What follows belongs to an exercise in optimizing a design on an open flow for small area, a short achievable clock period and few clock cycles per item; a production flow would make more cautious choices. In this exercise RTL edits were held to simulation tests only and were not proved equivalent to the original. Power figures rest on the tool's default switching activity, not on a simulated workload.

[run.sh]
#!/bin/bash
# synth_recipe.tcl (not shown) runs the flow's synth.tcl, then flattens the netlist and writes it again
# the make line also repeats each setting of config.mk as NAME=value (left out here)
make -C /OpenROAD-flow-scripts/flow DESIGN_CONFIG=/design/flow/config.mk WORK_HOME=/design/flow/orfs CLKGATE_MAP_FILE= SYNTH_SCRIPT=/design/flow/synth_recipe.tcl finish
[config.mk]
export PLATFORM = sky130hd
export DESIGN_NAME = g2c1_pie_tx
export DESIGN_NICKNAME = g2c1_pie_tx
export VERILOG_FILES = /design/flow/design.v
export SDC_FILE = /design/flow/constraint.sdc
export NUM_CORES = 4
export LEC_CHECK = 0
export CAP_MARGIN = 20
export CORE_MARGIN = 2
export CORE_UTILIZATION = 40
export PLACE_DENSITY = 0.6
export SETUP_SLACK_MARGIN = 5
export SLEW_MARGIN = 20
[constraint.sdc]
create_clock -name core_clock -period 9.0 [get_ports {clk}]
set_input_delay 1.8000 -clock core_clock [delete_from_list [all_inputs] [get_ports {clk}]]
set_output_delay 1.8000 -clock core_clock [all_outputs]
set_load 0.01 [all_outputs]
[design.v]
module g2c1_pie_tx (
    input  wire         clk,
    input  wire         rst,           
    input  wire         start,
    output wire         ready,
    input  wire [2:0]   msg_type,      
    input  wire [127:0] fields,        
    input  wire [31:0]  tari,          
    input  wire [31:0]  blf,           
    input  wire         trunc,
    output wire         pulse_valid,
    input  wire         pulse_ready,
    output wire [31:0]  pulse_dur,     
    output wire         pulse_last,
    output reg          done,
    output reg  [2:0]   err,
    output wire [2:0]   tx_type,
    output wire [5:0]   tx_len,
    output wire [31:0]  tx_bits,       
    output wire [5:0]   pulse_cnt
);
    localparam [2:0] E_NONE = 3'd0, E_OVERFLOW = 3'd1, E_NOTFOUND = 3'd2, E_PARAM = 3'd4;
    localparam [2:0] T_QUERY = 3'd0, T_QADJ = 3'd1, T_QREP = 3'd2, T_ACK = 3'd3, T_NAK = 3'd4;
    function automatic [32:0] padd32(input [31:0] a, input [31:0] b, input cin);
        reg [31:0] g, p, gg, pp;
        integer l, i, j;
        begin
            g = a & b;
            p = a ^ b;
            gg = g;
            pp = p;
            gg[0] = g[0] | (p[0] & cin);
            for (l = 0; l < 5; l = l + 1)
                for (i = 0; i < 32; i = i + 1)
                    if ((i >> l) & 1) begin
                        j = ((i >> l) << l) - 1;
                        gg[i] = gg[i] | (pp[i] & gg[j]);
                        pp[i] = pp[i] & pp[j];
                    end
            padd32 = {gg[31], p ^ {gg[30:0], cin}};
        end
    endfunction
    wire [15:0] f0 = fields[15:0];
    wire [15:0] f1 = fields[31:16];
    wire [15:0] f2 = fields[47:32];
    wire [15:0] f3 = fields[63:48];
    wire [15:0] f4 = fields[79:64];
    wire [15:0] f5 = fields[95:80];
    wire [15:0] f6 = fields[111:96];
    wire f0_lt2  = (f0[15:1] == 15'd0);
    wire f0_lt4  = (f0[15:2] == 14'd0);
    wire f1_hi0  = (f1[15:4] == 12'd0);
    wire f1_m    = f1_hi0 && (f1[3:0] == 4'd1 || f1[3:0] == 4'd2 || f1[3:0] == 4'd4 || f1[3:0] == 4'd8);
    wire f1_lt3  = f1_hi0 && (f1[3:2] == 2'd0) && (f1[1:0] != 2'd3);
    wire f2_lt2  = (f2[15:1] == 15'd0);
    wire f3_lt4  = (f3[15:2] == 14'd0);
    wire f4_lt4  = (f4[15:2] == 14'd0);
    wire f5_lt2  = (f5[15:1] == 15'd0);
    wire f6_lt16 = (f6[15:4] == 12'd0);
    wire [1:0] m_pat    = {f1[3] | f1[2], f1[3] | f1[1]};
    wire [2:0] updn_pat = {f1[0], f1[0] | f1[1], f1[1]};
    wire [16:0] q_data = {4'b1000, f0[0], m_pat, f2[0], f3[1:0], f4[1:0], f5[0], f6[3:0]};
    reg  [4:0]  q_crc;
    integer k;
    always @(*) begin
        q_crc = 5'b01001;
        for (k = 16; k >= 0; k = k - 1)
            q_crc = {q_crc[3:0], 1'b0} ^ ((q_crc[4] ^ q_data[k]) ? 5'b01001 : 5'b00000);
    end
    reg [2:0]  a_err;
    reg [21:0] a_bits;    
    always @(*) begin
        a_err  = E_NONE;
        a_bits = 22'd0;
        case (msg_type)
            T_QUERY: begin
                a_bits = {q_data, q_crc};
                if (!f0_lt2 || !f1_m || !f2_lt2 || !f3_lt4)
                    a_err = E_NOTFOUND;
                else if (!f4_lt4)
                    a_err = E_OVERFLOW;
                else if (!f5_lt2)
                    a_err = E_NOTFOUND;
                else if (!f6_lt16)
                    a_err = E_OVERFLOW;
            end
            T_QADJ: begin
                a_bits = {4'b1001, f0[1:0], updn_pat, 13'd0};
                if (!f0_lt4)
                    a_err = E_OVERFLOW;
                else if (!f1_lt3)
                    a_err = E_NOTFOUND;
            end
            T_QREP: begin
                a_bits = {2'b00, f0[1:0], 18'd0};
                if (!f0_lt4)
                    a_err = E_OVERFLOW;
            end
            T_ACK:   a_bits = {2'b01, f0, 4'd0};
            T_NAK:   a_bits = {8'b11000000, 14'd0};
            default: a_err = E_NOTFOUND;
        endcase
    end
    wire tari_bad = (tari < 32'd409600) || (tari > 32'd1638400);
    wire is_q     = (msg_type == T_QUERY);
    wire dr_in    = f0[0];
    wire blf_bad  = (blf[31:20] != 12'd0) || (dr_in ? (blf[19:0] < 20'd22) : (blf[19:0] < 20'd9));
    wire blf_fast = dr_in ? (blf[19:0] <= 20'd111847) : (blf[19:0] <= 20'd41942);
    reg        act;          
    reg        chk;          
    reg        pv;           
    reg        pl;           
    reg [31:0] pd;           
    reg [5:0]  cn;           
    reg        k_rt;         
    reg        k_tr;         
    reg        k_h1;         
    reg        ok;           
    reg [2:0]  r_type;
    reg [21:0] r_bits;
    reg        r_trunc;
    reg [20:0] r_t;          
    reg        r_dr;
    reg        ph;           
    reg [19:0] d_den;        
    reg [19:0] d_rem;
    reg [32:0] d_q;          
    reg        d_dly;        
    reg        a_cy;         
    assign ready       = ~act;
    assign pulse_valid = pv;
    assign pulse_dur   = pd;
    assign pulse_last  = pl;
    assign tx_type = r_type;
    assign tx_bits = ok ? {r_bits, 10'd0} : 32'd0;
    reg [5:0] len_t, pcnt_t, last_idx;
    always @(*) begin
        case (r_type)
            T_QUERY: begin len_t = 6'd22; pcnt_t = 6'd51; last_idx = 6'd50; end
            T_QADJ:  begin len_t = 6'd9;  pcnt_t = 6'd23; last_idx = 6'd24; end
            T_QREP:  begin len_t = 6'd4;  pcnt_t = 6'd13; last_idx = 6'd14; end
            T_ACK:   begin len_t = 6'd18; pcnt_t = 6'd41; last_idx = 6'd42; end
            default: begin len_t = 6'd8;  pcnt_t = 6'd21; last_idx = 6'd22; end
        endcase
    end
    assign tx_len    = ok ? len_t : 6'd0;
    assign pulse_cnt = ok ? pcnt_t : 6'd0;
    wire r_q = (r_type == T_QUERY);
    wire        d_done  = d_q[32];
    wire [20:0] d_trial = {d_rem, r_dr & ph};
    wire [32:0] d_sum   = padd32({11'd0, d_trial}, ~{12'd0, d_den}, 1'b1);
    wire        d_ge    = d_sum[32];
    wire [20:0] d_diff  = d_sum[20:0];
    wire [19:0] pw    = r_t[20:1];
    wire [31:0] ax    = ({32{k_tr}} & d_q[31:0]) | ({32{k_rt}} & {11'd0, r_t, 1'b0}) |
                        ({32{k_h1}} & {11'd0, r_t});
    wire [31:0] ay    = {32{k_tr}} ^ {12'd0, pw};
    wire        acin  = (k_tr & ~chk) | (k_rt & r_t[0]);
    wire [32:0] asum  = padd32(ax, ay, acin);
    wire [31:0] nval  = {asum[31:16], asum[15:0] & {16{~r_trunc}}};
    wire [24:0] bv;
    genvar gi;
    generate
        for (gi = 0; gi < 22; gi = gi + 1) begin : g_bv
            assign bv[gi + 3] = r_bits[21 - gi];
        end
    endgenerate
    assign bv[2:0] = 3'd0;
    wire xfer   = pv & pulse_ready;
    wire need   = act & ~chk & (~pv | (xfer & ~pl));
    wire can    = ~k_tr | d_done;
    wire [5:0] cn_inc = (cn == 6'd4 && !r_q) ? 6'd7 : cn + 6'd1;
    wire [2:0] acc_err = (a_err != E_NONE) ? a_err :
                         tari_bad ? E_PARAM :
                         (is_q && blf_bad) ? E_PARAM : E_NONE;
    always @(posedge clk) begin
        d_rem <= d_ge ? d_diff[19:0] : d_trial[19:0];
        ph    <= ~ph;
        if (!d_done)
            d_q <= {d_q[31:0], d_ge};
        d_dly <= d_done;
        a_cy  <= asum[32];
        if (rst) begin
            act  <= 1'b0;
            chk  <= 1'b0;
            pv   <= 1'b0;
            done <= 1'b0;
        end else begin
            done <= 1'b0;
            if (!act) begin
                r_type  <= (acc_err != E_NONE) ? 3'd0 : msg_type;
                r_bits  <= a_bits;
                r_trunc <= trunc;
                r_t     <= tari[20:0];
                r_dr    <= dr_in;
                d_den   <= blf[19:0];
                d_rem   <= dr_in ? 20'd21 : 20'd8;
                ph      <= 1'b0;
                d_q     <= is_q ? 33'd1 : {1'b1, 32'd0};
                d_dly   <= 1'b0;
                err     <= acc_err;
                ok      <= (acc_err == E_NONE);
                cn      <= 6'd1;
                k_rt    <= 1'b0;
                k_h1    <= 1'b0;
                k_tr    <= is_q & ~blf_fast;
                pd      <= {12'd0, 5'b11001 & {4'b1111, ~trunc}, 15'd0};
                pl      <= 1'b0;
                if (start) begin
                    if (acc_err != E_NONE) begin
                        done <= 1'b1;
                    end else if (is_q && !blf_fast) begin
                        act  <= 1'b1;
                        chk  <= 1'b1;
                    end else begin
                        act <= 1'b1;
                        pv  <= 1'b1;
                    end
                end
            end else if (chk) begin
                if (d_dly) begin
                    chk  <= 1'b0;
                    k_tr <= 1'b0;
                    if (!a_cy) begin
                        err  <= E_PARAM;
                        ok   <= 1'b0;
                        act  <= 1'b0;
                        done <= 1'b1;
                    end else begin
                        pv <= 1'b1;
                    end
                end
            end else if (act) begin
                if (xfer && pl) begin
                    pv   <= 1'b0;
                    act  <= 1'b0;
                    done <= 1'b1;
                end else if (need) begin
                    if (can) begin
                        pd   <= nval;
                        pv   <= 1'b1;
                        pl   <= (cn == last_idx);
                        cn   <= cn_inc;
                        k_rt <= (cn_inc == 6'd3);
                        k_tr <= (cn_inc == 6'd5);
                        k_h1 <= cn_inc[0] & (cn_inc >= 6'd7) & bv[cn_inc[5:1]];
                    end else begin
                        pv <= 1'b0;
                    end
                end
            end
        end
    end
endmodule
==> key figures, run 1 <==
Yosys
  • Count leader, synth: nor2_1
  • Number of flops mapped to enable cells by yosys: 114
  • Post-synthesis cell area: 0.0104 mm²
  • Fraction of registers with async set/reset: 0%
  • Most instantiated cells after synthesis: nor2_1, edfxtp_1, inv_1
  • Cell variety after synth: 82
  • Post-synth top area share: 32.9%
  • Syn Inst Count: 1,039
  • Dominant synthesized flop cell: edfxtp_1
  • #FFs+latches synth: 174
  • Top cells by area, synth: edfxtp_1, dfxtp_1, mux2i_1
  • Synthesized area per cell: 10.0 µm²
  • Synth warn: 1
  • Sequential area share after synthesis: 44.4%
  • Yosys top cell by area: edfxtp_1

Floorplan
  • Io pins: 286
  • Initial Utilization: 40.3%
  • Die Y: 165 µm
  • Core box area: 0.0258 mm²
  • Die area: 0.0274 mm²
  • Chip width: 165 µm
  • Site row count: 59

Drt
  • Number of remaining DRC errors: 0
  • Via total after detailed routing: 8,578
  • Drt total wl: 27,500 µm
  • Post-route ant nets: 0
  • Drt wl/cell: 16.8 µm
  • Top Metal Used: met4
  • Number of DRC markers in iteration 0: 591
  • DR vias/cell: 5.24
  • Wire length on met2: 14,100 µm
  • Pre-antenna DRT Iters: 6
  • Wire length on met3: 1250 µm
  • Wl on met1: 11,600 µm

Power
  • Internal power: 1.64 mW
  • Logic pwr share: 28.6%
  • Static leakage: 5.63 nW
  • Maximum vdd drop: 0.113 mV
  • PD cells: 171 mW/mm²
  • Part of the power in registers: 40.5%
  • Total power: 2.40 mW
  • Clock power frac: 30.8%
  • Switch Pwr: 0.760 mW
  • Switching share of power: 31.6%

STA
  • Final Hold Vio Count: 0
  • Fmax: 256 MHz
  • Final Cycle Share: 43.4%
  • Max Slew Vio Count: 0
  • Setup violators final: 0
  • Unrepaired setup endpoints after global routing: no
  • Crit path time final: 3900 ps
  • Worst-margin pin slew: 996 ps
  • Final setup margin: 5100 ps
  • TNS Setup: 0 ps
  • Skew final: 11.9 ps
  • Slew margin rel.: 33.6%

Status
  • Status: complete, no violations

Clock tree
  • CTS Buffer Depth: 2
  • CTS tree: built
  • Num CTS Buffers: 17
  • CTS Root Cell: clkbuf_16
  • Clock slew at reported path FFs: 70 ps
  • H-tree depth: 4
  • Hold_buf cts: 0
  • # clock sinks: 174
  • Worst skew pair latency: 430 ps

Placement
  • DP HPWL: 20,900 µm
  • IO buf count: 258
  • Placer congestion estimate: 0.856
  • Pre-CTS setup slack: 4260 ps
  • Area post-placement: 0.0132 mm²

Setup path
  • CP Data Required Time: 9310 ps
  • WP data arrival: 4210 ps
  • Crit path max fanout: 3
  • Crit path capture type: register
  • Crit path kind: input pin to register
  • Startpoint Class: input pin

Layout
  • Final instance area: 0.0141 mm²
  • Multi-input logic area: 0.00539 mm²
  • Post-Route Utilization: 54.5%
  • ANT cells: 0
  • # fillers: 2,352
  • Share of layout cells above drive strength 1: 7.07%
  • Register Area: 0.00463 mm²
  • Layout area overhead: 35.1%
  • Final net count: 1,540

Global routing
  • Initial antenna violation count: 0
  • First-pass GRT wire length: 43,000 µm
  • Overall routing resource usage: 20.1%
  • Largest net degree at the start of global routing: 64
  • Number of global-route vias before repair: 8,532
  • Grt total ovfl: 0

Min path
  • Tightest Hold Check Type: register to register

Flow run
  • Max-Cap Viols: 0
-- final timing paths --
check	start	to	slack, ps	depth (start not counted)
setup / recovery	blf[11]	pv	5100	9
hold / removal	ph	ph	420	1
setup reg to reg	k_h1	pd[31]	5220	11
hold reg to reg	ph	ph	420	1
-- metal layers --
metal  global-route usage [%]  vias to the layer above
li1                         -                     4285
met1                     24.6                     4002
met2                     36.5                      263
met3                     3.17                       28
met4                     5.64                        0
met5                        0                        -
-- flip-flops by register name, indices dropped and copies added, names as in the netlist, 3 cells and up --
signal	count
d_den	20
cn	6
err	3
r_bits	22
r_type	3
r_t	21
pd	32
d_q	33
d_rem	20
-- kinds of logic after synthesis --
family                     Yosys count  share of synthesized area, %
and+or+nand+nor                    360                          17.6
DFF                                174                          44.4
AOI/OAI and AO/OA                  193                          13.8
adders and majority gates           52                          7.04
xor gates and xnor gates            75                          6.30
muxes                               57                          5.61
buffers and inverters              127                          5.27
other                                1                        0.0360
-- power by group through the flow --
stage          clock, mW  sequential, mW  combinational, mW
2_1_floorplan          0           0.978              0.477
3_3_place_gp           0           0.994              0.667
3_5_place_dp           0           0.994              0.677
4_1_cts            0.758           0.975              0.685
5_1_grt            0.787           0.983              0.775
6_report           0.741           0.974              0.688
-- worst max-delay path, stage by stage --
cell	delay [ps]
clkdlybuf4s50_1	450
or4_1	500
nor2_2	180
o311a_1	240
a31oi_4	140
o2111ai_2	260
nor3b_2	70
a41oi_1	230
mux2_1	340
-- stage by stage --
stage          instances  hold slack, ps
3_5_place_dp        1586             411
6_report            1636             415
4_1_cts             1626             422
5_1_grt             1636             436
2_1_floorplan       1049             393
3_3_place_gp        1586             403
-- what timing repair did --
item	in CTS	in global routing
gates cloned	0	0
resized for setup	12	14
pin swaps	3	5
buffers inserted	8	9
setup endpoints to repair	68	19
endpoints found under the hold margin	0	0
-- area by class of cell --
cell class                 instances  share of cell area (%)
sequential                       174                    32.9
clock buffer                      17                    3.02
clock inverter                    15                    1.18
tap                              335                    2.98
multi-input combinational        748                    38.3
inverter                          64                    1.76
timing repair buffer             283                    19.9
-- cell usage in the layout (no fill, tap or decap), types with 22 or more instances in the layout --
master / instances
clkdlybuf4s50_1: 254
nor2_1: 132
edfxtp_1: 114
inv_1: 63
dfxtp_1: 59
mux2i_1: 55
a21oi_1: 43
ha_1: 41
nand2_1: 40
xor2_1: 39
xnor2_1: 36
nor4_1: 35
and2_1: 28
o21ai_0: 24
nor3_1: 24
buf_4: 22
Testbench counts, summed over its fixed seeds: cycles 47,400, items 1,280.
==> run 2, diff against run 1 <==
--- a/design.v
+++ b/design.v
@@ -107,2 +107,13 @@
     wire blf_bad  = (blf[31:20] != 12'd0) || (dr_in ? (blf[19:0] < 20'd22) : (blf[19:0] < 20'd9));
+    wire [19:0] bd = blf[19:0];
+    wire sk12 = dr_in ? (bd > 20'd87381) : (bd > 20'd32768);
+    wire sk10 = dr_in ? (bd > 20'd21845) : (bd > 20'd8192);
+    wire sk8  = dr_in ? (bd > 20'd5461)  : (bd > 20'd2048);
+    wire sk4  = dr_in ? (bd > 20'd341)   : (bd > 20'd128);
+    wire [19:0] rem0 = sk12 ? (dr_in ? 20'd87381 : 20'd32768) :
+                       sk10 ? (dr_in ? 20'd21845 : 20'd8192) :
+                       sk8  ? (dr_in ? 20'd5461  : 20'd2048) :
+                       sk4  ? (dr_in ? 20'd341   : 20'd128) :
+                              (dr_in ? 20'd21    : 20'd8);
+    wire [12:0] q0   = sk12 ? 13'h1000 : sk10 ? 13'h0400 : sk8 ? 13'h0100 : sk4 ? 13'h0010 : 13'h0001;
     wire blf_fast = dr_in ? (blf[19:0] <= 20'd111847) : (blf[19:0] <= 20'd41942);
@@ -182,2 +193,39 @@
         a_cy  <= asum[32];
+        if (!act) begin
+            r_type  <= (acc_err != E_NONE) ? 3'd0 : msg_type;
+            r_bits  <= a_bits;
+            r_trunc <= trunc;
+            r_t     <= tari[20:0];
+            r_dr    <= dr_in;
+            d_den   <= blf[19:0];
+            d_rem   <= rem0;
+            ph      <= 1'b0;
+            d_q     <= is_q ? {20'd0, q0} : {1'b1, 32'd0};
+            d_dly   <= 1'b0;
+            err     <= acc_err;
+            ok      <= (acc_err == E_NONE);
+            cn      <= 6'd1;
+            k_rt    <= 1'b0;
+            k_h1    <= 1'b0;
+            k_tr    <= is_q & ~blf_fast;
+            pd      <= {12'd0, 5'b11001 & {4'b1111, ~trunc}, 15'd0};
+            pl      <= 1'b0;
+        end else if (chk) begin
+            if (d_dly) begin
+                k_tr <= 1'b0;
+                if (!a_cy) begin
+                    err <= E_PARAM;
+                    ok  <= 1'b0;
+                end
+            end
+        end else if (need && can) begin
+            pd   <= nval;
+            pl   <= (cn == last_idx);
+            cn   <= cn_inc;
+            k_rt <= (cn_inc == 6'd3);
+            k_tr <= (cn_inc == 6'd5);
+            k_h1 <= cn_inc[0] & (cn_inc >= 6'd7) & bv[cn_inc[5:1]];
+        end
+    end
+    always @(posedge clk) begin
         if (rst) begin
@@ -190,20 +238,2 @@
             if (!act) begin
-                r_type  <= (acc_err != E_NONE) ? 3'd0 : msg_type;
-                r_bits  <= a_bits;
-                r_trunc <= trunc;
-                r_t     <= tari[20:0];
-                r_dr    <= dr_in;
-                d_den   <= blf[19:0];
-                d_rem   <= dr_in ? 20'd21 : 20'd8;
-                ph      <= 1'b0;
-                d_q     <= is_q ? 33'd1 : {1'b1, 32'd0};
-                d_dly   <= 1'b0;
-                err     <= acc_err;
-                ok      <= (acc_err == E_NONE);
-                cn      <= 6'd1;
-                k_rt    <= 1'b0;
-                k_h1    <= 1'b0;
-                k_tr    <= is_q & ~blf_fast;
-                pd      <= {12'd0, 5'b11001 & {4'b1111, ~trunc}, 15'd0};
-                pl      <= 1'b0;
                 if (start) begin
@@ -212,4 +242,4 @@
                     end else if (is_q && !blf_fast) begin
-                        act  <= 1'b1;
-                        chk  <= 1'b1;
+                        act <= 1'b1;
+                        chk <= 1'b1;
                     end else begin
@@ -221,7 +251,4 @@
                 if (d_dly) begin
-                    chk  <= 1'b0;
-                    k_tr <= 1'b0;
+                    chk <= 1'b0;
                     if (!a_cy) begin
-                        err  <= E_PARAM;
-                        ok   <= 1'b0;
                         act  <= 1'b0;
@@ -232,20 +259,8 @@
                 end
-            end else if (act) begin
-                if (xfer && pl) begin
-                    pv   <= 1'b0;
-                    act  <= 1'b0;
-                    done <= 1'b1;
-                end else if (need) begin
-                    if (can) begin
-                        pd   <= nval;
-                        pv   <= 1'b1;
-                        pl   <= (cn == last_idx);
-                        cn   <= cn_inc;
-                        k_rt <= (cn_inc == 6'd3);
-                        k_tr <= (cn_inc == 6'd5);
-                        k_h1 <= cn_inc[0] & (cn_inc >= 6'd7) & bv[cn_inc[5:1]];
-                    end else begin
-                        pv <= 1'b0;
-                    end
-                end
+            end else if (xfer && pl) begin
+                pv   <= 1'b0;
+                act  <= 1'b0;
+                done <= 1'b1;
+            end else if (need) begin
+                pv <= can;
             end
==> flow/run.sh (new file) <==
#!/bin/bash
# The standard layout, with the smallest buffer on every input and output port
# (buffer_ports otherwise picks a 10 um2 delay buffer for each of them).
set -euo pipefail
export BUFFER_PORTS_ARGS="-buffer_cell sky130_fd_sc_hd__buf_1"
bash standard.sh finish > standard_flow.log 2>&1
==> standard.sh (new file) <==
#!/bin/bash
# synth_recipe.tcl (not shown) runs the flow's synth.tcl, then flattens the netlist and writes it again
# the make line also repeats each setting of config.mk as NAME=value (left out here)
make -C /OpenROAD-flow-scripts/flow DESIGN_CONFIG=/design/flow/config.mk WORK_HOME=/design/flow/orfs CLKGATE_MAP_FILE= SYNTH_SCRIPT=/design/flow/synth_recipe.tcl "${@:-finish}"
removed: run.sh
==> run 2 against run 1 <==
  * Still clean
  * Global-route usage rose by 1.7 points
  * Routed wire length up 12%
  * Synthesized area grew 1.9%
  * Combinational power is 69% lower
  * First-iteration DRC count is 7.8% higher
  * Clock power up 5.1%
  * Total power fell by 22%
  * Sequential power shrank 9.5%
  * Die area grew 1.9%
  * Register-to-register slack better by 20 ps
  * Critical path depth is 1 higher
  * Fmax fell by 0.38%
  * Critical path type unchanged
  * Critical endpoint unchanged
  * Largest power group unchanged
==> key figures, run 2 <==
Yosys
  • #FFs+latches synth: 174 (unchanged)
  • Synth warn: 1 (unchanged)
  • Yosys top cell by area: edfxtp_1
  • Post-synthesis cell area: 0.0106 mm² (+1.9%)
  • Synthesized area per cell: 9.51 µm² (-5.2%)
  • Syn Inst Count: 1,117 (+7.5%)
  • Number of flops mapped to enable cells by yosys: 106 (-7.0%)
  • Count leader, synth: edfxtp_1
  • Most instantiated cells after synthesis: edfxtp_1, nor2_1, nand2_1
  • Sequential area share after synthesis: 42.8% (-1.6 points)
  • Dominant synthesized flop cell: edfxtp_1
  • Post-synth top area share: 30.0% (-2.9 points)
  • Cell variety after synth: 82 (unchanged)
  • Top cells by area, synth: edfxtp_1, dfxtp_1, ha_1
  • Fraction of registers with async set/reset: 0% (unchanged)

Setup path
  • WP data arrival: 4290 ps (+80 ps)
  • R2R cell count: 12 (+1)
  • Startpoint Class: input pin
  • CP Data Required Time: 9370 ps (+60 ps)
  • Slowest-stage cell, CP: nor4_1
  • CP cell instances: buf_1 > nor4_1 > nand4_1 > o41ai_1 > a21oi_1 > nor4b_1 > buf_4 > nand2_1 > nor4b_1 > o31a_1
  • Family with the most delay on the worst path: simple AND/OR/NAND/NOR gates
  • Worst path most repeated cell: nor4b_1
  • Worst Path Buf+Inv: 2 (+1)
  • Reg2reg start: k_rt
  • R2R Setup Slk: 5240 ps (+20 ps)
  • Max stage delay on crit path: 690 ps (+190 ps)
  • Crit path capture type: register
  • Crit path max fanout: 5 (+2)
  • Reg-to-reg endpoint: pd[31]
  • Crit path kind: input pin to register

Placement
  • DP HPWL: 23,500 µm (+12%)
  • Placer congestion estimate: 0.922 (+7.8%)
  • Pre-CTS setup slack: 4470 ps (+213 ps)
  • Placed cells: 1,664 (+4.9%)
  • IO buf count: 258 (unchanged)

Floorplan
  • Io pins: 286 (unchanged)
  • Core box area: 0.0261 mm² (+0.86%)
  • Die Y: 167 µm (+0.94%)
  • Site row count: 59 (unchanged)
  • Chip width: 167 µm (+0.94%)
  • Initial Utilization: 40.8% (+0.44 points)
  • Die area: 0.0279 mm² (+1.9%)

Clock tree
  • Num CTS Buffers: 17 (unchanged)
  • Worst skew pair latency: 440 ps (about the same)
  • Post-CTS setup buffers: 0 (-8)
  • # clock sinks: 174 (unchanged)
  • H-tree depth: 4 (unchanged)
  • CTS tree: built
  • CTS Buffer Depth: 2 (unchanged)
  • Clock slew at reported path FFs: 70 ps (about the same)
  • CTS Root Cell: clkbuf_16

Drt
  • Number of DRC markers in iteration 0: 637 (+7.8%)
  • Drt total wl: 30,800 µm (+12%)
  • Drt wl/cell: 18.1 µm (+7.9%)
  • Number of remaining DRC errors: 0 (unchanged)
  • DR vias/cell: 5.47 (+4.3%)
  • Pre-antenna DRT Iters: 7 (+1)
  • Post-route ant nets: 0 (unchanged)
  • Via total after detailed routing: 9,298 (+8.4%)

Layout
  • Max reg flops: 33 (unchanged)
  • Final net count: 1,600 (+3.9%)
  • Largest register by flop count: d_q
  • Share of layout cells above drive strength 1: 4.92% (-2.1 points)
  • Most frequent cells in the layout: buf_1, edfxtp_1, nand2_1
  • Most common cell after layout, fill and taps aside: buf_1
  • Fin cells: 1,701 (+4.0%)
  • Layout area overhead: 17.4%
  • # fillers: 2,514 (+6.9%)
  • Biggest regs: d_q (33), pd (32), r_bits (22)

Min path
  • Worst min-delay path startpoint: ph
  • Worst hold path depth: 1 (unchanged)
  • Tightest Hold Check Type: register to register
  • Worst hold endpoint: ph

Global routing
  • Initial antenna violation count: 4 (+4)
  • Overall routing resource usage: 21.8% (+1.7 points)
  • Number of global-route vias before repair: 8,952 (+4.9%)
  • Grt total ovfl: 0 (unchanged)
  • First-pass GRT wire length: 48,100 µm (+12%)
  • Largest net degree at the start of global routing: 66 (+3.1%)

STA
  • WHS: 410 ps (-5.61 ps)
  • Fmax: 255 MHz (-0.38%)
  • Unrepaired setup endpoints after global routing: yes
  • Crit path time final: 3920 ps (+15.0 ps)
  • TNS Setup: 0 ps (unchanged)
  • Max Slew Vio Count: 0 (unchanged)
  • Slew margin rel.: 27.5% (-6.1 points)
  • Final setup margin: 5080 ps (-15.0 ps)
  • Final Cycle Share: 43.5% (+0.17 points)
  • Skew final: 12.3 ps (+0.380 ps)
  • Final Hold Vio Count: 0 (unchanged)
  • Worst-margin pin slew: 1090 ps (+91.8 ps)
  • Setup violators final: 0 (unchanged)

Power
  • PD cells: 150 mW/mm² (-12%)
  • Static leakage: 4.86 nW (-14%)
  • Maximum vdd drop: 0.125 mV (+11%)

Flow run
  • Max-Cap Viols: 0 (unchanged)

Status
  • Status: complete, no violations
-- run 2: cell types whose count changed after synthesis, sizes merged, moves of 10 or more --
cell / before / now
nor2: 135 / 86
a21oi: 45 / 55
and2: 29 / 56
nand3: 20 / 39
nand2: 42 / 85
o21ai: 33 / 59
mux2i: 55 / 9
-- run 2: cell families after synthesis --
group / after synthesis / share of synthesized area (%)
AO/OA/AOI/OAI: 267 / 17.9
XOR/XNOR: 77 / 6.35
adder cells (fa/ha/maj): 52 / 6.90
buffers and inverters: 134 / 5.37
flip-flops: 174 / 42.8
multiplexers: 12 / 1.17
other: 1 / 0.0353
AND/OR/NAND/NOR: 400 / 19.5
-- run 2: how the worst max path moves through the flow --
stage                startpoint      end  slack [ps]  depth (start not counted)
floorplan                blf[1]  d_q[12]        5240                          7
finish                  tari[6]       pv        5080                         10
global placement        blf[16]       pv        4420                         10
CTS                     tari[6]       pv        5090                         10
global route        msg_type[2]       pv        4930                          8
detailed placement      blf[16]       pv        4470                         10
-- run 2: where the power goes --
| part | total, mW | internal, mW | switching (mW) |
|---|---|---|---|
| clock | 0.779 | 0.442 | 0.337 |
| sequential | 0.881 | 0.864 | 0.0167 |
| combinational | 0.210 | 0.0893 | 0.121 |
| total | 1.87 | 1.40 | 0.475 |
-- run 2: stage by stage --
step	utilization [%]	cell area (µm²)	total power, mW
final	47.9	12500	1.87
after global routing	47.8	12500	1.94
after CTS	47.8	12400	1.88
after detailed placement	45.3	11800	1.11
after global placement	45.3	11800	1.10
after floorplan	-	10700	1.03
-- run 2: what timing repair did --
action,CTS,global route
hold buffers,0,0
setup endpoints to repair,4,4
gates resized for setup,3,3
pin swaps,0,0
-- run 2: area by class of cell --
cell class                 instances  area [µm²]  area share (%)
multi-input combinational        819        5580            44.7
timing repair buffer             268        1050            8.40
clock inverter                    15         186            1.49
inverter                          68         256            2.06
sequential                       174        4550            36.5
antenna                            5        12.5           0.100
clock buffer                      17         425            3.41
tap                              335         419            3.36
-- run 2: routing by layer --
| metal | track usage (%) | vias up | routed length (µm) |
|---|---|---|---|
| met2 | 38.9 | 346 | 15800 |
| met3 | 3.40 | 34 | 1570 |
| met4 | 7.91 | 0 | 701 |
| met5 | 0 | - | 0 |
| met1 | 26.6 | 4336 | 12700 |
| li1 | - | 4582 | - |
Testbench counts of run 2, summed over its fixed seeds: cycles 45,032, items 1,280.
==> run 3, diff against run 2 <==
==> flow/run.sh (replaced) <==
#!/bin/bash
# The standard layout, with the smallest buffer on every input and output port
# (buffer_ports otherwise picks a 10 um2 delay buffer for each of them), and
# timing repair aimed at 5.5 ns of setup slack.
set -euo pipefail
export BUFFER_PORTS_ARGS="-buffer_cell sky130_fd_sc_hd__buf_1"
bash standard.sh SETUP_SLACK_MARGIN=5.5 finish > standard_flow.log 2>&1
==> run 3 against run 2 <==
  * Still clean
  * Sequential power about the same
  * Count of clock-buffer cells in the layout up 3
  * Sequential cell count unchanged
  * Die area unchanged
  * Routed wire length is 3.2% higher
  * Non-clock buffer count is 27 higher
  * Sequential share of layout area is 1.8 points lower
  * Final cell count is 1.6% higher
  * Critical endpoint is now d_q[10]
  * Largest cell class unchanged
==> key figures, run 3 <==
Clock tree
  • Worst skew pair latency: 430 ps (about the same)
  • CTS Buffer Depth: 2 (unchanged)
  • Hold_buf cts: 0 (unchanged)
  • H-tree depth: 4 (unchanged)
  • Num CTS Buffers: 17 (unchanged)
  • # clock sinks: 174 (unchanged)
  • Clock slew at reported path FFs: 70 ps (about the same)
  • CTS tree: built
  • CTS Root Cell: clkbuf_16

Yosys
  • Post-Synth Adder-Cell Area: 6.90% (unchanged)
  • Yosys top cell by area: edfxtp_1
  • Post-synthesis cell area: 0.0106 mm² (unchanged)
  • Compound-Gate Fraction of Synth Area: 17.9% (unchanged)
  • Post-synth top area share: 30.0% (unchanged)
  • Dominant synthesized flop cell: edfxtp_1
  • Largest family of logic cells by synthesized area: simple AND/OR/NAND/NOR gates
  • Fraction of synthesized area in multiplexers: 1.17% (unchanged)
  • Number of flops mapped to enable cells by yosys: 106 (unchanged)
  • Count leader, synth: edfxtp_1
  • Syn Inst Count: 1,117 (unchanged)
  • Xor and xnor area share after synthesis: 6.35% (unchanged)
  • Top cells by area, synth: edfxtp_1, dfxtp_1, ha_1
  • Sequential area share after synthesis: 42.8% (unchanged)
  • #FFs+latches synth: 174 (unchanged)
  • Synthesized area per cell: 9.51 µm² (unchanged)
  • Synth warn: 1 (unchanged)
  • Cell variety after synth: 82 (unchanged)
  • Simple-Gate Fraction of Synth Area: 19.5% (unchanged)
  • Most instantiated cells after synthesis: edfxtp_1, nor2_1, nand2_1
  • Fraction of registers with async set/reset: 0% (unchanged)

Power
  • PD cells: 141 mW/mm² (-5.7%)
  • Maximum vdd drop: 0.104 mV (-17%)
  • Internal power: 1.38 mW (-1.3%)
  • Logic pwr share: 12.5% (+1.3 points)
  • Part of the power in registers: 47.4% (+0.3 points)
  • Static leakage: 5.16 nW (+6.1%)
  • Switch Pwr: 0.478 mW (+0.71%)
  • Clock power frac: 40.1% (-1.6 points)
  • Switching share of power: 25.8% (+0.38 points)

Layout
  • Layout area overhead: 23.5%
  • Max reg flops: 33 (unchanged)
  • Share of layout cells above drive strength 1: 10.7% (+5.7 points)
  • Final net count: 1,627 (+1.7%)
  • Most frequent cells in the layout: buf_1, edfxtp_1, nand2_1
  • Most common cell after layout, fill and taps aside: buf_1
  • Biggest regs: d_q (33), pd (32), r_bits (22)
  • Largest register by flop count: d_q

Global routing
  • M1 GR Usage: 27.4% (+0.81 points)
  • First-pass GRT wire length: 48,400 µm (+0.70%)
  • Busiest grt layer: met2
  • Initial antenna violation count: 5 (+1)
  • Met2 usage: 38.0% (-0.95 points)
  • Overall routing resource usage: 22.0% (+0.18 points)
  • Largest net degree at the start of global routing: 56 (-15%)
  • Number of global-route vias before repair: 8,998 (+0.51%)
  • Grt total ovfl: 0 (unchanged)
  • Met3 Use GR: 2.99% (-0.40 points)

Setup path
  • Crit path capture type: register
  • Reg-to-reg endpoint: pd[29]
  • Slowest-stage cell, CP: or4_4
  • Max stage delay on crit path: 540 ps (-150 ps)
  • WP data arrival: 3760 ps (-530 ps)
  • Worst Path Buf+Inv: 2 (unchanged)
  • CP Data Required Time: 9270 ps (-100 ps)
  • Reg2reg start: k_tr
  • CP cell instances: buf_8 > or4_4 > nor3b_4 > nand3_2 > o31ai_4 > a21oi_2 > a2111oi_4 > buf_4 > nand2_1 > o21ai_1
  • Family with the most delay on the worst path: simple AND/OR/NAND/NOR gates
  • R2R cell count: 13 (+1)
  • R2R Setup Slk: 5570 ps (+330 ps)
  • Crit path max fanout: 3 (-2)
  • Startpoint Class: input pin
  • Crit path kind: input pin to register

Drt
  • DR vias/cell: 5.49 (+0.49%)
  • Via total after detailed routing: 9,492 (+2.1%)
  • Drt wl/cell: 18.4 µm (+1.6%)
  • Drt total wl: 31,800 µm (+3.2%)
  • Post-route ant nets: 0 (unchanged)
  • Number of remaining DRC errors: 0 (unchanged)
  • Pre-antenna DRT Iters: 7 (unchanged)
  • Number of DRC markers in iteration 0: 823 (+29%)

STA
  • Max Slew Vio Count: 0 (unchanged)
  • Final Hold Vio Count: 0 (unchanged)
  • Setup violators final: 0 (unchanged)
  • Unrepaired setup endpoints after global routing: yes
  • TNS Setup: 0 ps (unchanged)
  • Skew final: 14.8 ps (+2.55 ps)
  • Worst-margin pin slew: 917 ps (-171 ps)
  • Slew margin rel.: 38.1% (+11 points)
  • WHS: 409 ps (-0.350 ps)
  • Fmax: 287 MHz (+12%)
  • Final Cycle Share: 38.7% (-4.8 points)
  • Crit path time final: 3490 ps (-432 ps)

Min path
  • Worst min-delay path startpoint: ph
  • Worst hold endpoint: ph
  • Worst hold path depth: 1 (unchanged)
  • Tightest Hold Check Type: register to register

Floorplan
  • Core box area: 0.0261 mm² (unchanged)
  • Die Y: 167 µm (unchanged)
  • Initial Utilization: 40.8% (unchanged)
  • Site row count: 59 (unchanged)
  • Die area: 0.0279 mm² (unchanged)
  • Io pins: 286 (unchanged)
  • Chip width: 167 µm (unchanged)

Placement
  • Placer congestion estimate: 0.933 (+1.1%)
  • IO buf count: 258 (unchanged)
  • DP HPWL: 23,500 µm (-0.12%)

Flow run
  • Max-Cap Viols: 0 (unchanged)

Status
  • Status: complete, no violations
run 3: cell counts after synthesis:
Identical to the previous run, type by type.
run 3: cell type report:
cell class / count / area, µm²
fill: 2502 / 12900
multi-input combinational: 819 / 5880
sequential: 174 / 4540
timing repair buffer: 295 / 1410
clock buffer: 20 / 468
tap: 335 / 419
inverter: 68 / 269
clock inverter: 12 / 121
antenna: 5 / 12.5
run 3: timing repair:
item | CTS | global route
gates cloned | 0 | 4
hold endpoints to repair | 0 | 0
pin swaps | 16 | 28
buffers inserted | 12 | 12
gates resized for setup | 51 | 40
endpoints found under the setup margin | 37 | 44
run 3: how the worst max path moves through the flow:
stage	end	from	slack [ps]	depth (start not counted)
after floorplan	d_q[12]	blf[1]	5390	7
after global placement	pv	blf[16]	4440	9
final	d_q[10]	blf[3]	5510	10
after global routing	pd[31]	k_tr	5440	13
after CTS	pv	fields[82]	5450	9
after detailed placement	pv	blf[16]	4410	9
run 3: power groups by stage:
| stage | sequential [mW] | clock, mW | combinational, mW |
|---|---|---|---|
| after floorplan | 0.892 | 0 | 0.142 |
| after global placement | 0.897 | 0 | 0.209 |
| after detailed placement | 0.898 | 0 | 0.211 |
| after CTS | 0.880 | 0.759 | 0.220 |
| after global routing | 0.882 | 0.793 | 0.256 |
| final | 0.880 | 0.744 | 0.231 |
run 3: per-stage QoR:
step	setup WS [ps]	utilization, %	power [mW]	cells	cell area [µm²]
finish	5510	50.4	1.86	1728	13100
global placement	4440	45.4	1.11	1663	11800
floorplan	5390	-	1.03	1127	10700
CTS	5450	48.8	1.86	1707	12700
global route	5440	50.4	1.93	1728	13100
detailed placement	4410	45.4	1.11	1663	11800
run 3: cell families (layout without fill, tap and decap cells):
kind of cell,count (synthesis),in the layout
AOI/OAI and AO/OA,267,267
other,1,16
muxes,12,12
adders and majority gates,52,52
and+or+nand+nor,400,400
DFF,174,174
buffers and inverters,134,395
xor gates and xnor gates,77,77
run 3: routing by layer:
metal	wire (µm)	up-vias	part of all wire [%]
met4	1110	0	3.5
met1	13000	4447	41
met2	15900	357	50
li1	-	4633	-
met3	1800	55	5.7
met5	0	-	0
==> run 4, diff against run 3 <==
--- a/config.mk
+++ b/config.mk
@@ -10,2 +10,3 @@
 export CORE_UTILIZATION = 40
+export CTS_BUF_LIST = sky130_fd_sc_hd__clkbuf_8
 export PLACE_DENSITY = 0.6
==> run 4 against run 3 <==
  * First-iteration DRC count shrank 4.1%
  * Routed wire length down 0.30%
  * Core utilization is 0.81 points lower
  * Global-route usage about the same
  * Via count barely moved
  * Die area unchanged
  * Largest power group unchanged
  * Synthesized cell count is the same
  * Sequential power hardly changed
  * Design area fell by 1.6%
  * Sequential share of layout area increased by 0.57 points
  * Sequential cell count unchanged
==> key figures, run 4 <==
STA
  • WHS: 415 ps (+5.31 ps)
  • Worst-margin pin slew: 966 ps (+49.4 ps)
  • Setup violators final: 0 (unchanged)
  • Final Cycle Share: 39.6% (+0.83 points)
  • TNS Setup: 0 ps (unchanged)
  • Slew margin rel.: 34.8% (-3.3 points)
  • Unrepaired setup endpoints after global routing: yes
  • Crit path time final: 3560 ps (+74.4 ps)
  • Skew final: 21.6 ps (+6.71 ps)
  • Final Hold Vio Count: 0 (unchanged)
  • Max Slew Vio Count: 0 (unchanged)
  • Fmax: 281 MHz (-2.1%)

Global routing
  • Initial antenna violation count: 4 (-1)
  • First-pass GRT wire length: 48,200 µm (-0.33%)
  • Overall routing resource usage: 22.0% (-0.024 points)
  • Largest net degree at the start of global routing: 56 (unchanged)
  • Grt total ovfl: 0 (unchanged)
  • Number of global-route vias before repair: 8,936 (-0.69%)

Floorplan
  • Initial Utilization: 40.8% (unchanged)
  • Site row count: 59 (unchanged)
  • Die Y: 167 µm (unchanged)
  • Die area: 0.0279 mm² (unchanged)
  • Io pins: 286 (unchanged)
  • Chip width: 167 µm (unchanged)
  • Core box area: 0.0261 mm² (unchanged)

Yosys
  • Post-synth top area share: 30.0% (unchanged)
  • #FFs+latches synth: 174 (unchanged)
  • Dominant synthesized flop cell: edfxtp_1
  • Top cells by area, synth: edfxtp_1, dfxtp_1, ha_1
  • Yosys top cell by area: edfxtp_1
  • Sequential area share after synthesis: 42.8% (unchanged)
  • Number of flops mapped to enable cells by yosys: 106 (unchanged)
  • Syn Inst Count: 1,117 (unchanged)
  • Most instantiated cells after synthesis: edfxtp_1, nor2_1, nand2_1
  • Post-synthesis cell area: 0.0106 mm² (unchanged)
  • Synthesized area per cell: 9.51 µm² (unchanged)
  • Fraction of registers with async set/reset: 0% (unchanged)
  • Count leader, synth: edfxtp_1
  • Cell variety after synth: 82 (unchanged)
  • Synth warn: 1 (unchanged)

Clock tree
  • Worst skew pair latency: 480 ps (+50 ps)
  • Clock slew at reported path FFs: 90 ps (+20 ps)
  • H-tree depth: 4 (unchanged)
  • CTS Buffer Depth: 2 (unchanged)
  • CTS tree: built
  • Hold_buf cts: 0 (unchanged)
  • CTS Root Cell: clkbuf_8
  • # clock sinks: 174 (unchanged)
  • Num CTS Buffers: 17 (unchanged)

Setup path
  • Crit path kind: input pin to register
  • Startpoint Class: input pin
  • WP data arrival: 3890 ps (+130 ps)
  • CP Data Required Time: 9320 ps (+50 ps)
  • Crit path max fanout: 3 (unchanged)
  • Crit path capture type: register
  • R2R cell count: 12 (-1)

Layout
  • Largest register by flop count: d_q
  • Final net count: 1,623 (-0.25%)
  • Most frequent cells in the layout: buf_1, edfxtp_1, nand2_1
  • Biggest regs: d_q (33), pd (32), r_bits (22)
  • Post-Route Utilization: 49.5% (-0.81 points)
  • Max reg flops: 33 (unchanged)
  • Layout area overhead: 21.6%
  • Multi-input logic area: 0.00588 mm² (about the same)
  • Register Area: 0.00454 mm² (unchanged)
  • Fin cells: 1,723 (-0.29%)
  • # fillers: 2,531 (+1.2%)
  • Most common cell after layout, fill and taps aside: buf_1
  • Share of layout cells above drive strength 1: 10.5% (-0.19 points)

Drt
  • Number of DRC markers in iteration 0: 789 (-4.1%)
  • Drt total wl: 31,700 µm (-0.30%)
  • Via total after detailed routing: 9,487 (-0.053%)
  • Pre-antenna DRT Iters: 5 (-2)
  • Number of remaining DRC errors: 0 (unchanged)
  • Drt wl/cell: 18.4 µm (about the same)
  • Post-route ant nets: 0 (unchanged)
  • DR vias/cell: 5.51 (+0.24%)

Status
  • Status: complete, no violations

Power
  • Maximum vdd drop: 0.0796 mV (-24%)
  • PD cells: 131 mW/mm² (-7.7%)
  • Static leakage: 5.09 nW (-1.3%)

Placement
  • Placed cells: 1,663 (unchanged)
  • Placer congestion estimate: 0.933 (unchanged)
  • IO buf count: 258 (unchanged)
  • DP HPWL: 23,500 µm (unchanged)

Min path
  • Worst hold path depth: 1 (unchanged)
  • Tightest Hold Check Type: register to register

Flow run
  • Max-Cap Viols: 0 (unchanged)
run 4: cell count changes in the layout (fill, tap and decap cells not counted), moves of 3 or more:
cell       change
ha_1           +3
buf_1          -4
clkbuf_8      +17
nor4_2         -3
clkbuf_16     -19
run 4: layout make-up:
cell class              instances  area share (%)
multi-input cells             819            45.5
clock inverters                14            1.20
flip-flops and latches        174            35.2
well taps                     335            3.25
inverters                      68            2.18
repair buffers                291            10.7
diodes                          4          0.0775
clock buffers                  18            1.92
run 4: where the power goes:
group | switching (mW) | internal, mW | total, mW | leakage [nW]
sequential | 0.0161 | 0.864 | 0.880 | 1.77
combinational | 0.131 | 0.0992 | 0.230 | 3.12
clock | 0.316 | 0.260 | 0.575 | 0.208
run 4: cells by family (layout without fill, tap and decap cells):
family                   after synthesis  after routing  share of synthesized area, %
adder cells (fa/ha/maj)               52             52                          6.90
flip-flops                           174            174                          42.8
AND/OR/NAND/NOR                      400            400                          19.5
AO/OA/AOI/OAI                        267            267                          17.9
buffers and inverters                134            391                          5.37
multiplexers                          12             12                          1.17
other                                  1             15                        0.0353
XOR/XNOR                              77             77                          6.35
run 4: timing repair:
| item | CTS | global route |
|---|---|---|
| endpoints found under the hold margin | 0 | 0 |
| resized for setup | 38 | 70 |
| buffers inserted | 4 | 18 |
| setup endpoints to repair | 39 | 45 |
| pin swaps | 6 | 31 |
| gates cloned | 0 | 2 |
run 4: routing by layer:
layer  track usage [%]  share of wire [%]  wire, µm
met3              3.30                6.1      1920
met5                 0                  0         0
met2              38.4                 50     15800
met1              27.3                 41     12900
met4              8.77                3.3      1040
run 4: final timing paths:
kind,startpoint,to,slack (ps)
max,blf[5],d_q[10],5440
min,ph,ph,410
max reg2reg,k_tr,pd[31],5590
min reg2reg,ph,ph,410
run 4: per-stage QoR:
step | setup WS [ps] | power [mW] | cell area [µm²]
global placement | 4440 | 1.11 | 11800
floorplan | 5390 | 1.03 | 10700
global route | 5370 | 1.76 | 12900
detailed placement | 4410 | 1.11 | 11800
finish | 5440 | 1.68 | 12900
CTS | 5390 | 1.68 | 12400
run 4: critical path: stages:
cell and delay (ps):
buf_12 100, or4_4 550, buf_6 140, nor3_4 240, o31ai_4 80, o2111a_2 290
a2111oi_4 290, buf_4 210, nand2_2 50, o21ai_1 120
==> run 5, diff against run 4 <==
==> flow/run.sh (replaced) <==
#!/bin/bash
# The standard layout, with the smallest buffer on every input and output port
# (buffer_ports otherwise picks a 10 um2 delay buffer for each of them), and
# timing repair aimed at 5.3 ns of setup slack.
set -euo pipefail
export BUFFER_PORTS_ARGS="-buffer_cell sky130_fd_sc_hd__buf_1"
bash standard.sh SETUP_SLACK_MARGIN=5.3 finish > standard_flow.log 2>&1
--- a/config.mk
+++ b/config.mk
@@ -10,3 +10,2 @@
 export CORE_UTILIZATION = 40
-export CTS_BUF_LIST = sky130_fd_sc_hd__clkbuf_8
 export PLACE_DENSITY = 0.6
==> run 5 against run 4 <==
  * Register-to-register slack lost 150 ps
  * Critical endpoint is now d_q[12]
  * Total power increased by 11%
  * Setup slack got worse by 78 ps
  * Largest power group unchanged
  * Critical path type unchanged
  * Global-route usage decreased by 0.20 points
==> key figures, run 5 <==
STA
  • Worst-margin pin slew: 996 ps (+29.5 ps)
  • Final Cycle Share: 40.4% (+0.87 points)
  • Skew final: 11.5 ps (-10.1 ps)
  • Setup violators final: 0 (unchanged)
  • Slew margin rel.: 33.6% (-1.2 points)
  • Unrepaired setup endpoints after global routing: yes
  • Max Slew Vio Count: 0 (unchanged)
  • TNS Setup: 0 ps (unchanged)
  • Final setup margin: 5360 ps (-78.1 ps)
  • WHS: 410 ps (-4.72 ps)
  • Fmax: 275 MHz (-2.1%)
  • Final Hold Vio Count: 0 (unchanged)
  • Crit path time final: 3640 ps (+78.1 ps)

Setup path
  • Crit path max fanout: 6 (+3)
  • WP data arrival: 3810 ps (-80 ps)
  • Slowest-stage cell, CP: or4_4
  • CP Data Required Time: 9170 ps (-150 ps)
  • Family with the most delay on the worst path: simple AND/OR/NAND/NOR gates
  • Worst Path Buf+Inv: 2 (-1)
  • Crit path kind: input pin to register
  • Crit path capture type: register
  • Startpoint Class: input pin
  • CP cell instances: buf_1 > or4_4 > nor3_2 > o31ai_2 > o2111a_1 > a2111oi_4 > buf_4 > o21ai_0
  • Max stage delay on crit path: 590 ps (+40 ps)

Placement
  • Placer congestion estimate: 0.938 (+0.50%)
  • Pre-CTS setup slack: 4460 ps (+46.0 ps)
  • DP HPWL: 23,400 µm (-0.42%)
  • IO buf count: 258 (unchanged)

Clock tree
  • H-tree depth: 4 (unchanged)
  • # clock sinks: 174 (unchanged)
  • CTS tree: built
  • Hold_buf cts: 0 (unchanged)
  • Clock slew at reported path FFs: 70 ps (-20 ps)
  • Worst skew pair latency: 440 ps (-40 ps)
  • CTS Buffer Depth: 2 (unchanged)
  • Num CTS Buffers: 17 (unchanged)
  • CTS Root Cell: clkbuf_16

Yosys
  • Cell variety after synth: 82 (unchanged)
  • Fraction of registers with async set/reset: 0% (unchanged)
  • Post-synth top area share: 30.0% (unchanged)
  • Syn Inst Count: 1,117 (unchanged)
  • Synth warn: 1 (unchanged)
  • Sequential area share after synthesis: 42.8% (unchanged)
  • Most instantiated cells after synthesis: edfxtp_1, nor2_1, nand2_1
  • Number of flops mapped to enable cells by yosys: 106 (unchanged)
  • Yosys top cell by area: edfxtp_1
  • Post-synthesis cell area: 0.0106 mm² (unchanged)
  • Top cells by area, synth: edfxtp_1, dfxtp_1, ha_1
  • #FFs+latches synth: 174 (unchanged)
  • Count leader, synth: edfxtp_1
  • Synthesized area per cell: 9.51 µm² (unchanged)
  • Dominant synthesized flop cell: edfxtp_1

Power
  • PD cells: 148 mW/mm² (+13%)
  • Maximum vdd drop: 0.144 mV (+80%)
  • Static leakage: 4.93 nW (-3.2%)

Layout
  • Biggest regs: d_q (33), pd (32), r_bits (22)
  • Multi-input logic area: 0.00571 mm² (-2.9%)
  • Share of layout cells above drive strength 1: 6.45% (-4.0 points)
  • # fillers: 2,481 (-2.0%)
  • Layout area overhead: 19.1%
  • Max reg flops: 33 (unchanged)
  • Largest register by flop count: d_q
  • Most common cell after layout, fill and taps aside: buf_1
  • Most frequent cells in the layout: buf_1, edfxtp_1, nand2_1
  • Final net count: 1,603 (-1.2%)
  • Register Area: 0.00455 mm² (about the same)

Drt
  • Number of DRC markers in iteration 0: 645 (-18%)
  • Number of remaining DRC errors: 0 (unchanged)
  • Via total after detailed routing: 9,339 (-1.6%)
  • DR vias/cell: 5.49 (-0.29%)
  • Pre-antenna DRT Iters: 6 (+1)
  • Drt total wl: 30,700 µm (-3.0%)
  • Drt wl/cell: 18.1 µm (-1.7%)
  • Post-route ant nets: 0 (unchanged)

Min path
  • Tightest Hold Check Type: register to register

Status
  • Status: complete, no violations

Global routing
  • Largest net degree at the start of global routing: 58 (+3.6%)
  • Number of global-route vias before repair: 8,964 (+0.31%)
  • Grt total ovfl: 0 (unchanged)
  • First-pass GRT wire length: 48,100 µm (-0.20%)
  • Overall routing resource usage: 21.8% (-0.20 points)
  • Initial antenna violation count: 3 (-1)

Flow run
  • Max-Cap Viols: 0 (unchanged)

Floorplan
  • Site row count: 59 (unchanged)
  • Die area: 0.0279 mm² (unchanged)
  • Die Y: 167 µm (unchanged)
  • Initial Utilization: 40.8% (unchanged)
  • Io pins: 286 (unchanged)
  • Chip width: 167 µm (unchanged)
  • Core box area: 0.0261 mm² (unchanged)
==> run 5: layout make-up <==
type,count,share of cell area [%]
Clock buffer,17,3.36
Tap cell,335,3.31
Sequential cell,174,36.0
Clock inverter,15,1.47
Inverter,68,2.12
Multi-Input combinational cell,819,45.1
Antenna cell,2,0.0396
Timing Repair Buffer,271,8.61
==> run 5: timing repair <==
action,in CTS,in global routing
resized for setup,21,20
endpoints found under the setup margin,31,24
setup buffers,2,1
pin swaps,2,3
==> run 5: where the power goes <==
| part | total, mW | switching [mW] | internal (mW) |
|---|---|---|---|
| registers | 0.881 | 0.0171 | 0.864 |
| logic | 0.217 | 0.125 | 0.0920 |
| clock network | 0.775 | 0.334 | 0.441 |
==> run 5: cells by family after synthesis <==
logic type	share of synthesized area, %
and+or+nand+nor	19.5
AOI/OAI and AO/OA	17.9
DFF	42.8
buffers and inverters	5.37
xor gates and xnor gates	6.35
adders and majority gates	6.90
muxes	1.17
other	0.0353
==> run 5: final timing paths <==
| kind | startpoint | slack, ps | depth (start not counted) | end |
|---|---|---|---|---|
| setup / recovery | blf[1] | 5360 | 8 | d_q[12] |
| hold / removal | ph | 410 | 1 | ph |
| setup reg to reg | k_tr | 5440 | 12 | pd[29] |
| hold reg to reg | ph | 410 | 1 | ph |
==> run 5: worst reg2reg max path, stage by stage (launching register included) <==
cell	delay, ps
edfxtp_1	370
buf_12	250
a22oi_1	200
fa_1	480
fa_1	430
nand2b_1	200
a21o_1	220
a21oi_1	280
a32o_2	310
nor3_4	80
o21ai_4	240
nor3_1	100
a221o_1	290
==> run 5: metrics by stage <==
step	total power [mW]	util [%]	cell area, µm²	cells
3_5_place_dp	1.11	45.3	11800	1664
5_1_grt	1.94	48.5	12600	1701
3_3_place_gp	1.11	45.3	11800	1664
4_1_cts	1.88	48.1	12500	1698
2_1_floorplan	1.03	-	10700	1127
6_report	1.87	48.5	12600	1701
==> run 5: per-layer routing <==
layer | share of wire (%) | up-vias | track usage (%)
li1 | - | 4581 | -
met5 | 0.042 | - | 0
met2 | 50 | 304 | 38.2
met1 | 41 | 4394 | 26.4
met4 | 4.1 | 2 | 9.82
met3 | 4.8 | 58 | 3.21
==> run 6, diff against run 5 <==
==> flow/run.sh (replaced) <==
#!/bin/bash
# The standard layout, with the smallest buffer on every input and output port
# (buffer_ports otherwise picks a 10 um2 delay buffer for each of them), and
# timing repair aimed at 5.7 ns of setup slack.
set -euo pipefail
export BUFFER_PORTS_ARGS="-buffer_cell sky130_fd_sc_hd__buf_1"
bash standard.sh SETUP_SLACK_MARGIN=5.7 finish > standard_flow.log 2>&1
--- a/config.mk
+++ b/config.mk
@@ -10,2 +10,3 @@
 export CORE_UTILIZATION = 40
+export CTS_BUF_LIST = sky130_fd_sc_hd__clkbuf_8
 export PLACE_DENSITY = 0.6
==> run 6 against run 5 <==
  * Clock skew up 9.4 ps
  * Via count up 3.5%
  * Combinational power up 11%
  * Register-to-register slack better by 100 ps
  * Sequential share of layout area down 2.2 points
  * Synthesized area unchanged
  * Worst hold slack about the same
  * First-iteration DRC count up 24%
  * Sequential cell count unchanged
  * Setup slack better by 180 ps
  * Critical endpoint is now pd[31]
  * Synthesized cell count unchanged
  * Design area up 6.5%
==> key figures, run 6 <==
Status
  • Status: complete, no violations

Drt
  • Top Metal Used: met4
  • Post-route ant nets: 0 (unchanged)
  • Number of remaining DRC errors: 0 (unchanged)
  • Wire length on met3: 1820 µm (+23%)
  • Drt total wl: 32,800 µm (+6.6%)
  • Number of DRC markers in iteration 0: 797 (+24%)
  • Via total after detailed routing: 9,666 (+3.5%)
  • Wire length on met2: 16,500 µm (+7.8%)
  • Pre-antenna DRT Iters: 9 (+3)
  • Drt wl/cell: 18.7 µm (+3.6%)
  • DR vias/cell: 5.52 (+0.55%)
  • Wl on met1: 13,400 µm (+5.6%)

Floorplan
  • Die Y: 167 µm (unchanged)
  • Initial Utilization: 40.8% (unchanged)
  • Site row count: 59 (unchanged)
  • Chip width: 167 µm (unchanged)
  • Io pins: 286 (unchanged)
  • Die area: 0.0279 mm² (unchanged)
  • Core box area: 0.0261 mm² (unchanged)

Placement
  • IO buf count: 258 (unchanged)
  • DP HPWL: 23,400 µm (+0.18%)
  • Pre-CTS setup slack: 4370 ps (-82.4 ps)
  • Placer congestion estimate: 0.915 (-2.4%)

Yosys
  • Top cells by area, synth: edfxtp_1, dfxtp_1, ha_1
  • Cell variety after synth: 82 (unchanged)
  • Post-synthesis cell area: 0.0106 mm² (unchanged)
  • Syn Inst Count: 1,117 (unchanged)
  • Fraction of registers with async set/reset: 0% (unchanged)
  • Post-synth top area share: 30.0% (unchanged)
  • Synthesized area per cell: 9.51 µm² (unchanged)
  • Most instantiated cells after synthesis: edfxtp_1, nor2_1, nand2_1
  • Synth warn: 1 (unchanged)
  • Sequential area share after synthesis: 42.8% (unchanged)
  • Dominant synthesized flop cell: edfxtp_1
  • Count leader, synth: edfxtp_1
  • #FFs+latches synth: 174 (unchanged)
  • Number of flops mapped to enable cells by yosys: 106 (unchanged)
  • Yosys top cell by area: edfxtp_1

STA
  • TNS Setup: 0 ps (unchanged)
  • Worst-margin pin slew: 963 ps (-32.4 ps)
  • Skew final: 20.9 ps (+9.43 ps)
  • Fmax: 289 MHz (+5.2%)
  • Final Hold Vio Count: 0 (unchanged)
  • Max Slew Vio Count: 0 (unchanged)
  • Slew margin rel.: 34.9% (+1.4 points)
  • Crit path time final: 3460 ps (-180 ps)
  • Final setup margin: 5540 ps (+180 ps)
  • Unrepaired setup endpoints after global routing: yes
  • Final Cycle Share: 38.4% (-2.0 points)
  • Setup violators final: 0 (unchanged)

Layout
  • Layout area overhead: 26.8%
  • Most common cell after layout, fill and taps aside: buf_1
  • Post-Route Utilization: 51.7% (+3.2 points)
  • Largest register by flop count: d_q
  • Biggest regs: d_q (33), pd (32), r_bits (22)
  • Final net count: 1,653 (+3.1%)
  • Share of layout cells above drive strength 1: 15.6% (+9.2 points)
  • Max reg flops: 33 (unchanged)
  • Most frequent cells in the layout: buf_1, edfxtp_1, nand2_1

Power
  • Total power: 1.73 mW (-7.8%)
  • Part of the power in registers: 51.0% (+4.0 points)
  • Internal power: 1.28 mW (-8.7%)
  • PD cells: 128 mW/mm² (-13%)
  • Switching share of power: 26.1% (+0.72 points)
  • Switch Pwr: 0.451 mW (-5.2%)
  • Logic pwr share: 13.9% (+2.3 points)
  • Static leakage: 5.33 nW (+8.1%)
  • Clock power frac: 35.1% (-6.3 points)
  • Maximum vdd drop: 0.0883 mV (-38%)

Clock tree
  • CTS Root Cell: clkbuf_8
  • Clock slew at reported path FFs: 90 ps (+20 ps)
  • Hold_buf cts: 0 (unchanged)
  • H-tree depth: 4 (unchanged)
  • CTS tree: built
  • # clock sinks: 174 (unchanged)
  • Num CTS Buffers: 17 (unchanged)
  • Worst skew pair latency: 480 ps (+40 ps)
  • CTS Buffer Depth: 2 (unchanged)

Setup path
  • Max stage delay on crit path: 460 ps (-130 ps)
  • Startpoint Class: register
  • Slowest-stage cell, CP: edfxtp_1
  • CP cell instances: buf_12 > buf_8 > a222oi_1 > inv_1 > ha_1 > o21a_1 > o211ai_1 > a21oi_2 > a32o_2 > nor3_4 > o21ai_4 > o41a_1 > a221o_1
  • WP data arrival: 3810 ps (about the same)
  • R2R cell count: 13 (+1)
  • Crit path kind: register to register
  • CP Data Required Time: 9350 ps (+180 ps)
  • Crit path max fanout: 8 (+2)
  • Crit path capture type: register

Global routing
  • First-pass GRT wire length: 49,100 µm (+2.0%)
  • Overall routing resource usage: 22.3% (+0.53 points)
  • Number of global-route vias before repair: 9,193 (+2.6%)
  • Grt total ovfl: 0 (unchanged)
  • Initial antenna violation count: 2 (-1)
  • Largest net degree at the start of global routing: 54 (-6.9%)

Min path
  • Tightest Hold Check Type: register to register
  • Worst hold path depth: 1 (unchanged)

Flow run
  • Max-Cap Viols: 0 (unchanged)
-- run 6: cell count changes in the layout (fill, tap and decap cells not counted), moves of 16 or more --
cell | previous run | this run
buf_1 | 255 | 230
buf_4 | 12 | 50
buf_6 | 0 | 19
clkbuf_16 | 17 | 1
clkbuf_8 | 0 | 18
-- run 6: cell type report --
class	instances	area [µm²]
Fill cell	2405	12600
Multi-Input combinational cell	820	6140
Tap cell	335	419
Timing Repair Buffer	320	1670
Sequential cell	174	4540
Clock inverter	14	180
Clock buffer	18	248
Inverter	68	269
Antenna cell	2	5.00
-- run 6: power groups by stage --
stage | sequential (mW) | combinational (mW) | clock (mW)
2_1_floorplan | 0.892 | 0.144 | 0
3_3_place_gp | 0.899 | 0.210 | 0
3_5_place_dp | 0.899 | 0.212 | 0
4_1_cts | 0.881 | 0.226 | 0.611
5_1_grt | 0.884 | 0.266 | 0.646
6_report | 0.881 | 0.240 | 0.606
-- run 6: worst max-delay path, delay by kind of cell (launching register included) --
family / cells / cell delay [ps]
adder cells (fa/ha/maj): 1 / 350
flip-flops: 1 / 460
AND/OR/NAND/NOR: 1 / 220
AO/OA/AOI/OAI: 8 / 1900
buffers and inverters: 3 / 400
-- run 6: cell families after synthesis --
| group | Yosys count | synth area share (%) |
|---|---|---|
| AOI/OAI and AO/OA | 267 | 17.9 |
| xor gates and xnor gates | 77 | 6.35 |
| adders and majority gates | 52 | 6.90 |
| buffers and inverters | 134 | 5.37 |
| DFF | 174 | 42.8 |
| muxes | 12 | 1.17 |
| other | 1 | 0.0353 |
| and+or+nand+nor | 400 | 19.5 |
-- run 6: worst paths after layout --
path | start | to | slack [ps]
max | k_tr | pd[31] | 5540
min | ph | ph | 410
max reg2reg | k_tr | pd[31] | 5540
min reg2reg | ph | ph | 410
-- run 6: per-stage QoR --
step / std cells / instance area, µm² / hold WS (ps)
floorplan: 1127 / 10800 / 386
global placement: 1664 / 11900 / 396
detailed placement: 1664 / 11900 / 401
CTS: 1724 / 12900 / 415
global route: 1751 / 13500 / 432
finish: 1751 / 13500 / 410
-- run 6: routing by layer --
metal  vias up  global-route usage [%]
met1      4569                    27.7
met2       367                    38.6
met3        53                    3.35
met4         0                    9.67
met5         -                       0
li1       4677                       -
-- run 6: timing repair --
action | 4_1_cts | 5_1_grt
endpoints found under the setup margin | 74 | 65
pin swaps | 38 | 39
cloned | 1 | 2
buffers inserted | 27 | 23
gates resized for setup | 88 | 82

[separate check: timing with driven ports]
The flow's constraints put no driver on any port. The routed layouts listed below were extracted and timed again, unchanged, in two steps.
Step 1 sets driving cells, clkbuf_16 on the clock port and buf_2 on the other inputs (assumed; they add their load-dependent delay and slew).
Step 2 adds t to the input delays and takes it off the output delays; t is the mean of the earliest and latest rising clock arrival at the registers after step 1. Input paths then give back, and output paths get back, about the clock's delay inside the block.
Three values: ideal ports, drivers, drivers and shift; two values: the first two.
run	t, ns	setup WS [ns]	worst register clock-pin slew, ns
run 1	0.468	5.097 / 5.122 / 4.655	0.08 / 0.08
run 2	0.477	5.082 / 5.106 / 4.629	0.08 / 0.08
run 3	0.468	5.514 / 5.517 / 5.049	0.08 / 0.08
run 4	0.512	5.439 / 5.430 / 4.918	0.11 / 0.11
run 5	0.480	5.361 / 5.336 / 4.907	0.08 / 0.08
run 6	0.512	5.541 / 5.537 / 5.079	0.11 / 0.11
After both steps setup and hold are still met in every run listed. The setup slack of run 4, which loses most, moves by -0.009 ns with the drivers and by -0.521 ns with both steps.
